This design comes from an exercise in tuning for small area, a short achievable clock period and few clock cycles on the open sky130 flow, not from production work.
The RTL was checked by simulation tests, not by an equivalence proof against the original design.
Power is estimated from default activity; no workload was simulated.

File: design/flow/constraint.sdc
create_clock -name core_clock -period 12.0 [get_ports {clk}]
set_input_delay 2.4000 -clock core_clock [delete_from_list [all_inputs] [get_ports {clk}]]
set_output_delay 2.4000 -clock core_clock [all_outputs]
set_load 0.01 [all_outputs]
File: design/flow/run.sh
#!/bin/bash
# synth_recipe.tcl (not shown) runs the flow's synth.tcl, then flattens the netlist and writes it again
# the make line also repeats each setting of config.mk as NAME=value (left out here)
make -C /OpenROAD-flow-scripts/flow DESIGN_CONFIG=/design/flow/config.mk WORK_HOME=/design/flow/orfs CLKGATE_MAP_FILE= SYNTH_SCRIPT=/design/flow/synth_recipe.tcl finish
File: design/flow/design.v
module audio_mixer (
    input  wire        clk,
    input  wire        rst,
    input  wire        bus_req,
    input  wire        bus_we,
    input  wire [1:0]  bus_size,
    input  wire [23:0] bus_addr,
    input  wire [31:0] bus_wdata,
    output reg         bus_ack,
    output reg  [31:0] bus_rdata,
    output reg         sink_valid,
    output reg         sink_last,
    output reg  [15:0] sink_left,
    output reg  [15:0] sink_right
);
    localparam integer CAP    = 40;
    localparam integer OFFSET = 24;
    localparam [3:0] F_ILLEGAL = 4'd1, F_BADFPS = 4'd2, F_STALE = 4'd3,
                     F_TOOLONG = 4'd4, F_OVERRUN = 4'd5, F_BUS = 4'd6;
    localparam [7:0] OP_NOP = 8'h00, OP_ENABLE = 8'h01, OP_DISABLE = 8'h02,
                     OP_PAUSE = 8'h03, OP_RESUME = 8'h04, OP_SETFPS = 8'h05,
                     OP_RESET = 8'h06, OP_MIX = 8'h07, OP_PUSH = 8'h08,
                     OP_TICK = 8'h09, OP_AUXLOAD = 8'h0A, OP_AUXCLEAR = 8'h0B;
    localparam [2:0] S_IDLE = 3'd0, S_MIX = 3'd1, S_PUSH = 3'd2,
                     S_DEL = 3'd3, S_DONE = 3'd4;
    reg        enabled, paused, cfg_stale, bufs_valid;
    reg  [1:0] fps;               
    reg  [6:0] wcur, rcur;        
    reg        aux_empty, aux_err;
    reg  [3:0] aux_len;           
    reg  [2:0] aux_pos;           
    reg        fault;
    reg  [3:0] fault_code;
    reg [31:0] drain_count;
    reg  [7:0] pcm_b   [0:31];
    reg  [7:0] syn_b   [0:31];
    reg  [7:0] aux_b   [0:15];
    reg  [7:0] mix_b   [0:31];
    reg  [7:0] ring_b  [0:CAP-1];
    reg  [2:0] state;
    reg  [1:0] cmd_kind;          
    reg  [4:0] cmd_n;             
    reg  [4:0] idx;               
    reg  [5:0] rpos;              
    reg  [4:0] mixlen;            
    reg  [3:0] frames;            
    reg  [7:0] fps_val;
    always @(*) begin
        case (fps)
            2'd0:    begin mixlen = 5'd16; frames = 4'd8; fps_val = 8'd30;  end
            2'd2:    begin mixlen = 5'd4;  frames = 4'd2; fps_val = 8'd120; end
            default: begin mixlen = 5'd8;  frames = 4'd4; fps_val = 8'd60;  end
        endcase
    end
    wire [31:0] status = {20'd0, fault_code, fault, 1'b0, bufs_valid, aux_err,
                          aux_empty, cfg_stale, paused, enabled};
    reg  [2:0] nbytes;
    always @(*) begin
        case (bus_size)
            2'd0:    nbytes = 3'd1;
            2'd1:    nbytes = 3'd2;
            2'd2:    nbytes = 3'd4;
            default: nbytes = 3'd0;
        endcase
    end
    wire aligned = (bus_size == 2'd0) ||
                   (bus_size == 2'd1 && bus_addr[0] == 1'b0) ||
                   (bus_size == 2'd2 && bus_addr[1:0] == 2'b00);
    wire in_regs  = (bus_addr[23:12] == 12'h000);
    wire in_pcm   = (bus_addr[23:16] == 8'h01);
    wire in_syn   = (bus_addr[23:16] == 8'h02);
    wire in_mix   = (bus_addr[23:16] == 8'h03);
    wire in_ring  = (bus_addr[23:18] == 6'b000001);
    wire in_aux   = bus_addr[23];
    wire [23:0] end16 = {8'd0, bus_addr[15:0]} + {21'd0, nbytes};
    wire [23:0] end18 = {6'd0, bus_addr[17:0]} + {21'd0, nbytes};
    wire [23:0] end23 = {1'd0, bus_addr[22:0]} + {21'd0, nbytes};
    reg  acc_ok;
    always @(*) begin
        acc_ok = 1'b0;
        if (bus_size != 2'd3 && aligned) begin
            if (in_regs)
                acc_ok = (bus_size == 2'd2) && (bus_addr[11:0] < 12'h02C);
            else if (in_pcm || in_syn || in_mix)
                acc_ok = (end16 <= 24'd32);
            else if (in_ring)
                acc_ok = (end18 <= CAP);
            else if (in_aux)
                acc_ok = (end23 <= 24'd16);
        end
    end
    wire [5:0] boff = bus_addr[5:0];
    reg [31:0] rd_b;
    reg  [5:0] rb;
    integer j;
    always @(*) begin
        for (j = 0; j < 4; j = j + 1) begin
            rb      = boff + j[5:0];
            rd_b[8*j +: 8] = 8'd0;
            if (in_pcm)
                rd_b[8*j +: 8] = pcm_b[rb[4:0]];
            else if (in_syn)
                rd_b[8*j +: 8] = syn_b[rb[4:0]];
            else if (in_aux)
                rd_b[8*j +: 8] = aux_b[rb[3:0]];
            else if (in_mix) begin
                if (bufs_valid && ({1'b0, rb[4:1]} < mixlen))
                    rd_b[8*j +: 8] = mix_b[rb[4:0]];
            end else if (in_ring) begin
                if (bufs_valid && rb < CAP)
                    rd_b[8*j +: 8] = ring_b[rb];
            end
        end
    end
    reg [31:0] reg_rdata;
    always @(*) begin
        case (bus_addr[5:2])
            4'h1:    reg_rdata = status;
            4'h2:    reg_rdata = {24'd0, fps_val};
            4'h3:    reg_rdata = {27'd0, mixlen};
            4'h4:    reg_rdata = {28'd0, frames};
            4'h5:    reg_rdata = CAP;
            4'h6:    reg_rdata = {25'd0, wcur};
            4'h7:    reg_rdata = {25'd0, rcur};
            4'h8:    reg_rdata = {28'd0, aux_len};
            4'h9:    reg_rdata = {29'd0, aux_pos};
            4'hA:    reg_rdata = drain_count;
            default: reg_rdata = 32'd0;
        endcase
    end
    reg [31:0] rdata_c;
    always @(*) begin
        rdata_c = 32'd0;
        if (acc_ok && !bus_we) begin
            if (in_regs)
                rdata_c = reg_rdata;
            else begin
                rdata_c[7:0] = rd_b[7:0];
                if (bus_size != 2'd0)
                    rdata_c[15:8] = rd_b[15:8];
                if (bus_size == 2'd2) begin
                    rdata_c[23:16] = rd_b[23:16];
                    rdata_c[31:24] = rd_b[31:24];
                end
            end
        end
    end
    wire        is_cmd   = bus_req && bus_we && acc_ok && in_regs &&
                           bus_addr[11:0] == 12'h000;
    wire [7:0]  op       = bus_wdata[7:0];
    wire [23:0] arg      = bus_wdata[31:8];
    wire        active   = enabled && !paused;
    wire        arg_zero = (arg == 24'd0);
    wire        op_noarg = (op == OP_NOP) || (op == OP_ENABLE) || (op == OP_DISABLE) ||
                           (op == OP_PAUSE) || (op == OP_RESUME) || (op == OP_RESET) ||
                           (op == OP_AUXCLEAR);
    wire        illegal  = (op > OP_AUXCLEAR) || (op_noarg && !arg_zero);
    wire        fps_ok   = (arg == 24'd30) || (arg == 24'd60) || (arg == 24'd120);
    wire [1:0]  fps_new  = (arg == 24'd30) ? 2'd0 : (arg == 24'd120) ? 2'd2 : 2'd1;
    wire        stream_op = (op == OP_MIX) || (op == OP_PUSH) || (op == OP_TICK);
    wire        too_long = (arg > {19'd0, mixlen});
    wire        overrun  = ({arg, 1'b0} > CAP);
    reg  [3:0] cmd_fault;
    always @(*) begin
        cmd_fault = 4'd0;
        if (illegal)
            cmd_fault = F_ILLEGAL;
        else if (op == OP_SETFPS && !fps_ok)
            cmd_fault = F_BADFPS;
        else if (stream_op && active) begin
            if (cfg_stale)
                cmd_fault = F_STALE;
            else if (too_long)
                cmd_fault = F_TOOLONG;
            else if (op != OP_MIX && overrun)
                cmd_fault = F_OVERRUN;
        end
    end
    wire [3:0]  ei    = idx[3:0];
    wire [15:0] pcm_e = {pcm_b[{ei, 1'b1}], pcm_b[{ei, 1'b0}]};
    wire [15:0] syn_e = {syn_b[{ei, 1'b1}], syn_b[{ei, 1'b0}]};
    wire [15:0] aux_e = aux_empty ? 16'd0 : {aux_b[{aux_pos, 1'b1}], aux_b[{aux_pos, 1'b0}]};
    wire signed [17:0] sum = $signed({{2{aux_e[15]}}, aux_e}) +
                             $signed({{2{pcm_e[15]}}, pcm_e}) +
                             $signed({{2{syn_e[15]}}, syn_e});
    wire [15:0] clipped = (sum >= 18'sd32768)  ? 16'h7FFF :
                          (sum < -18'sd32768)  ? 16'h8000 : sum[15:0];
    wire [2:0]  aux_pos_next = ({1'b0, aux_pos} + 4'd1 == aux_len) ? 3'd0 : aux_pos + 3'd1;
    function [5:0] ring_mod;
        input [6:0] c;
        begin
            if (c >= 2*CAP)
                ring_mod = c - 2*CAP;
            else if (c >= CAP)
                ring_mod = c - CAP;
            else
                ring_mod = c[5:0];
        end
    endfunction
    wire [7:0] w_adv = {1'b0, wcur} + {2'd0, cmd_n, 1'b0};
    wire [7:0] r_adv = {1'b0, rcur} + {2'd0, cmd_n, 1'b0};
    wire       drift = (r_adv > CAP);
    wire [3:0] fi = idx[3:0];
    always @(*) begin
        bus_ack    = 1'b0;
        bus_rdata  = rdata_c;
        sink_valid = (state == S_DEL);
        sink_last  = (state == S_DEL) && (idx == {1'b0, frames} - 5'd1);
        sink_left  = {mix_b[{fi[2:0], 2'b01}], mix_b[{fi[2:0], 2'b00}]};
        sink_right = {mix_b[{fi[2:0], 2'b11}], mix_b[{fi[2:0], 2'b10}]};
        if (state == S_IDLE)
            bus_ack = bus_req && !(is_cmd && !fault && cmd_fault == 4'd0 &&
                                   stream_op && active);
        else if (state == S_DONE)
            bus_ack = 1'b1;
    end
    integer k;
    task do_reset_bufs;
        begin
            for (k = 0; k < CAP; k = k + 1)
                ring_b[k] <= 8'd0;
            for (k = 0; k < 32; k = k + 1)
                if (k < 2 * mixlen)
                    mix_b[k] <= 8'd0;
            rcur       <= 7'd0;
            wcur       <= OFFSET;
            bufs_valid <= 1'b1;
            cfg_stale  <= 1'b0;
        end
    endtask
    task raise_fault;
        input [3:0] code;
        begin
            if (!fault) begin
                fault      <= 1'b1;
                fault_code <= code;
            end
        end
    endtask
    always @(posedge clk) begin
        if (rst) begin
            enabled     <= 1'b0;
            paused      <= 1'b0;
            cfg_stale   <= 1'b0;
            bufs_valid  <= 1'b0;
            fps         <= 2'd1;
            wcur        <= 7'd0;
            rcur        <= 7'd0;
            aux_empty   <= 1'b1;
            aux_err     <= 1'b0;
            aux_len     <= 4'd1;
            aux_pos     <= 3'd0;
            fault       <= 1'b0;
            fault_code  <= 4'd0;
            drain_count <= 32'd0;
            state       <= S_IDLE;
            cmd_kind    <= 2'd0;
            cmd_n       <= 5'd0;
            idx         <= 5'd0;
            rpos        <= 6'd0;
        end else begin
            case (state)
            S_IDLE: if (bus_req) begin
                if (!acc_ok) begin
                    raise_fault(F_BUS);
                end else if (bus_we && in_regs) begin
                    if (bus_addr[11:0] == 12'h000 && !fault) begin
                        if (cmd_fault != 4'd0) begin
                            raise_fault(cmd_fault);
                        end else begin
                            case (op)
                            OP_ENABLE: begin
                                enabled <= 1'b1;
                                paused  <= 1'b0;
                                do_reset_bufs;
                            end
                            OP_DISABLE: begin
                                enabled    <= 1'b0;
                                paused     <= 1'b0;
                                cfg_stale  <= 1'b0;
                                bufs_valid <= 1'b0;
                            end
                            OP_PAUSE:
                                if (enabled) paused <= 1'b1;
                            OP_RESUME:
                                if (enabled) begin
                                    paused <= 1'b0;
                                    do_reset_bufs;
                                end
                            OP_SETFPS:
                                if (fps_new != fps) begin
                                    fps <= fps_new;
                                    if (enabled) begin
                                        cfg_stale  <= 1'b1;
                                        bufs_valid <= 1'b0;
                                    end
                                end
                            OP_RESET:
                                if (enabled) do_reset_bufs;
                            OP_MIX, OP_PUSH, OP_TICK:
                                if (active) begin
                                    cmd_kind <= (op == OP_MIX) ? 2'd0 :
                                                (op == OP_PUSH) ? 2'd1 : 2'd2;
                                    cmd_n    <= arg[4:0];
                                    idx      <= 5'd0;
                                    rpos     <= ring_mod(wcur);
                                    if (op != OP_PUSH)
                                        state <= (arg == 24'd0) ? ((op == OP_MIX) ? S_DONE : S_DEL) : S_MIX;
                                    else
                                        state <= (arg == 24'd0) ? S_DEL : S_PUSH;
                                end
                            OP_AUXLOAD:
                                if (arg == 24'd0 || arg > 24'd8) begin
                                    aux_err <= 1'b1;
                                end else begin
                                    aux_len   <= arg[3:0];
                                    aux_pos   <= 3'd0;
                                    aux_empty <= 1'b0;
                                    aux_err   <= 1'b0;
                                end
                            OP_AUXCLEAR: begin
                                aux_empty <= 1'b1;
                                aux_len   <= 4'd1;
                                aux_pos   <= 3'd0;
                                aux_err   <= 1'b0;
                            end
                            default: ;
                            endcase
                        end
                    end
                end else if (bus_we) begin
                    if (in_pcm) begin
                        pcm_b[boff[4:0]] <= bus_wdata[7:0];
                        if (bus_size != 2'd0) pcm_b[boff[4:0] + 5'd1] <= bus_wdata[15:8];
                        if (bus_size == 2'd2) begin
                            pcm_b[boff[4:0] + 5'd2] <= bus_wdata[23:16];
                            pcm_b[boff[4:0] + 5'd3] <= bus_wdata[31:24];
                        end
                    end else if (in_syn) begin
                        syn_b[boff[4:0]] <= bus_wdata[7:0];
                        if (bus_size != 2'd0) syn_b[boff[4:0] + 5'd1] <= bus_wdata[15:8];
                        if (bus_size == 2'd2) begin
                            syn_b[boff[4:0] + 5'd2] <= bus_wdata[23:16];
                            syn_b[boff[4:0] + 5'd3] <= bus_wdata[31:24];
                        end
                    end else if (in_aux) begin
                        aux_b[boff[3:0]] <= bus_wdata[7:0];
                        if (bus_size != 2'd0) aux_b[boff[3:0] + 4'd1] <= bus_wdata[15:8];
                        if (bus_size == 2'd2) begin
                            aux_b[boff[3:0] + 4'd2] <= bus_wdata[23:16];
                            aux_b[boff[3:0] + 4'd3] <= bus_wdata[31:24];
                        end
                    end
                end
            end
            S_MIX: begin
                mix_b[{ei, 1'b0}] <= clipped[7:0];
                mix_b[{ei, 1'b1}] <= clipped[15:8];
                aux_pos <= aux_pos_next;
                if (idx == cmd_n - 5'd1) begin
                    idx   <= 5'd0;
                    state <= (cmd_kind == 2'd0) ? S_DONE : S_PUSH;
                end else begin
                    idx <= idx + 5'd1;
                end
            end
            S_PUSH: begin
                ring_b[rpos]        <= mix_b[{ei, 1'b0}];
                ring_b[rpos + 6'd1] <= mix_b[{ei, 1'b1}];
                rpos <= (rpos + 6'd2 == CAP) ? 6'd0 : rpos + 6'd2;
                if (idx == cmd_n - 5'd1) begin
                    idx   <= 5'd0;
                    state <= S_DEL;
                    if (drift) begin
                        wcur <= w_adv[6:0] - CAP;
                        rcur <= r_adv[6:0] - CAP;
                    end else begin
                        wcur <= w_adv[6:0];
                        rcur <= r_adv[6:0];
                    end
                end else begin
                    idx <= idx + 5'd1;
                end
            end
            S_DEL: begin
                if (idx == {1'b0, frames} - 5'd1) begin
                    idx         <= 5'd0;
                    state       <= S_DONE;
                    drain_count <= drain_count + 32'd1;
                end else begin
                    idx <= idx + 5'd1;
                end
            end
            S_DONE:
                state <= S_IDLE;
            default:
                state <= S_IDLE;
            endcase
        end
    end
endmodule
File: design/flow/config.mk
export PLATFORM = sky130hd
export DESIGN_NAME = audio_mixer
export DESIGN_NICKNAME = audio_mixer
export VERILOG_FILES = /design/flow/design.v
export SDC_FILE = /design/flow/constraint.sdc
export NUM_CORES = 8
export LEC_CHECK = 0
export CAP_MARGIN = 20
export CORE_MARGIN = 2
export CORE_UTILIZATION = 40
export SLEW_MARGIN = 20
==> notes.md <==
[cell families after synthesis]
family	after synthesis	synth area share, %
buf+inv	1398	4.73
mux	2658	37.7
compound gates	2688	14.3
xor+xnor	93	0.642
simple gates	2363	8.83
flops	1419	32.9
fa+ha+maj	83	0.937
[final cells by class]
cell class | count | area share, %
Clock buffer | 214 | 3.43
Tap cell | 4160 | 3.76
Inverter | 69 | 0.205
Timing Repair Buffer | 573 | 3.65
Sequential cell | 1419 | 30.2
Clock inverter | 116 | 1.03
Antenna cell | 57 | 0.103
Multi-Input combinational cell | 7885 | 57.7
[Yosys cell counts, types with 72 or more instances]
master	number	area, um^2
a21o_1	275	2060
nand2_1	798	3000
o21ai_0	373	1870
dfxtp_1	91	1820
o22ai_1	585	3660
a221oi_1	311	2720
mux2_2	160	1800
and3_1	144	901
o211ai_1	92	691
mux4_2	1678	37800
a21oi_1	535	2680
edfxtp_1	1328	39900
a31oi_1	72	450
buf_1	212	796
clkbuf_1	829	3110
nor2_1	691	2590
mux2i_1	819	8200
nand3_1	405	2030
buf_2	188	941
[flip-flops by register name (all words and copies together), names as in the netlist, 32 cells and up, named ones only]
name,cells
ring_b,432
mix_b,256
pcm_b,256
syn_b,256
aux_b,128
drain_count,32
[worst max-delay path, delay by kind of cell]
family,cells,cell delay [ns]
compound gates,3,0.99
xor+xnor,1,0.93
fa+ha+maj,1,0.57
buf+inv,5,2.30
mux,2,1.41
simple gates,1,0.11
[metal layers]
| metal | part of all wire (%) | wire, um | GRT usage [%] | up-vias |
|---|---|---|---|---|
| met4 | 9.7 | 72700 | 34.0 | 78 |
| li1 | - | - | - | 43000 |
| met2 | 39 | 294000 | 60.7 | 12800 |
| met1 | 33 | 248000 | 54.2 | 60400 |
| met5 | 0.17 | 1240 | 1.06 | - |
| met3 | 18 | 131000 | 22.9 | 2857 |
[worst max-delay path by stage]
stage / startpoint / to / slack, ns / cells after the start
after floorplan: bus_addr[1] / bus_rdata[11] / 1.67 / 21
after global placement: bus_addr[1] / bus_rdata[27] / 1.11 / 13
after detailed placement: bus_addr[1] / bus_rdata[27] / 1.10 / 13
after CTS: bus_addr[1] / bus_rdata[27] / 1.09 / 13
after global routing: bus_addr[1] / bus_rdata[27] / 0.90 / 13
final: bus_addr[1] / bus_rdata[27] / 0.70 / 13
[report_power, final]
group          internal (mW)  switching (mW)  leakage, nW
combinational          0.889            1.89         27.6
sequential              5.36         0.00138         11.9
clock                   3.44            2.49         2.98
[metrics by stage]
stage               util [%]  total power, mW
finish                  43.9             14.1
detailed placement      41.9             8.05
global route            43.8             14.2
floorplan                  -             6.92
CTS                     43.8             13.8
global placement        41.8             8.03
[layout by cell type (no fill, tap or decap), types with 48 or more instances in the layout]
master,instances
nor2_1,677
mux2_2,160
nor3_1,57
o211a_1,65
mux2i_1,817
and3_1,139
a21oi_1,519
ha_1,59
xnor2_1,48
nand3_1,404
inv_1,58
mux4_2,1678
a221oi_1,311
o211ai_1,92
o22ai_1,585
clkbuf_16,185
nand2_1,790
edfxtp_1,1328
a21o_1,275
o21ai_0,331
buf_4,422
clkdlybuf4s50_1,87
a31oi_1,68
diode_2,57
dfxtp_1,86
==> notes.md <==
CP Cell Sequence buf_8, ha_1, a21oi_1, xnor2_4, buf_4, buf_4, mux4_2, mux2i_1, buf_4, a221oi_1, a22oi_1, nor2_1, clkdlybuf4s50_1; dpl cells 14100; first-pass GRT wire length 990000 um; max_cap viols 0; clk slew on worst S/H paths 0.05 ns; P&R area growth vs syn 9.02%; worst endpoint data arrival time 8.90 ns; Die Area 0.322 mm^2; Vias 119000; TNS Setup 0 ns; total CTS buffers 181; hold-fix buffers at CTS 0; Syn. warnings 1; Yosys cell types 97; share of cells above drive strength 1 27.3%; crit-path max FO 45; final WL 747000 um; slowest CP cell xnor2_4; post-CTS resize count 0; synthesized area 0.127 mm^2; Max Clk Rate 0.0885 GHz; EDFF count, synth 1328; WS Path Type in2out; drt initial violations 25500; GRT Overall Usage 45.0%; P per Cell Area 102 mW/mm^2; Vias/cell 8.22; Post-CTS Setup Bufs 0; Worst Hold Slack 0.468 ns; endpoints failing hold 0; H-tree lvl count 4; Avg Cell Area, Syn 11.9 um^2; Post-DRT Antenna Nets 0; Die Ht 567 um; initial core utilization 40.3%; largest net degree at the start of global routing 129; register area 0.0417 mm^2; Hold Path Stages 2; DP Wirelength 530000 um; FF-to-FF End mix_b[23][4]; nets 10300; clock latency (worst-skew pair) 0.97 ns; multi-input logic area 0.0798 mm^2; leakage 42.5 nW; Pre-antenna DRT Iters 12; Gate Count Post-Synth 10700; I/O pin total 129; Max Clock Skew 0.0544 ns; Worst VDD drop 0.000101 V; Tmin final 11.30 ns; vias in the first global route 109000; WL per Instance 51.5 um; worst slack, placed 1.10 ns; R2R depth 18; Non-Filler Instances 14500; CP dominant cell by count buf_4; unrepaired setup endpoints after global routing no; placement-stage cell area 0.132 mm^2; Hold EP cmd_kind[1]; sequential fraction of the synthesis area 32.9%; root buf cell clkbuf_16; FFs w/ async S/R, synth 0%; Tcrit/Tclk final 94.2%; HP Start cmd_kind[1]; Final Max Slew Viols 0; reg2reg setup slack 4.39 ns; Design Area, Final 0.138 mm^2; clk buf depth 4; Remaining DRCs 0; CP Launch Type input pin; gpl congestion 1.09; final worst setup slack 0.700 ns; Crit path largest cell delay 0.93 ns; Net Count, Synth 10800; # fillers 28700; core region area 0.315 mm^2; ys flop type edfxtp_1; flops & latches, synth 1419; Crit path required time 9.60 ns; IO Port Bufs 128; initial antenna violation count 90; CTS tree done; slew margin rel. 5.02%; Die Width 567 um; Rows 206; Setup Viol. Count Final 0; Hold Path Class reg2reg; status no timing/DRC/antenna violations; Slew @ Worst Pin 1.41 ns; GRT overflow 0; Worst setup EP type output pin; clk sinks 1419
Testbench counts, summed over its fixed seeds: cycles 38,340.

==> separate check: timing with driven ports <==
How much do the figures lean on ideal ports? The routed layout below was timed once more, with nothing changed but the port constraints.
Step 1, drivers: a clkbuf_16 drives clk and a buf_2 each remaining input, both assumed.
Step 2, shift: input delay + t, output delay - t, t = (earliest + latest rising clock arrival at the registers) / 2. This alone moves slack from input paths to output paths.
Slacks: ideal / step 1 / step 2; pairs: ideal / step 1.
t (ns): 1.024
slack for setup (ns): 0.700 / 0.643 / 0.643
worst hold slack (ns): 0.468 / 0.468 / 0.468
worst setup path after step 2: input to output
worst register clock-pin slew, ns: 0.07 / 0.07
After both steps setup and hold are still met in this run. For this run, drivers alone change the setup slack by -0.057 ns; drivers and shift together by -0.057 ns.
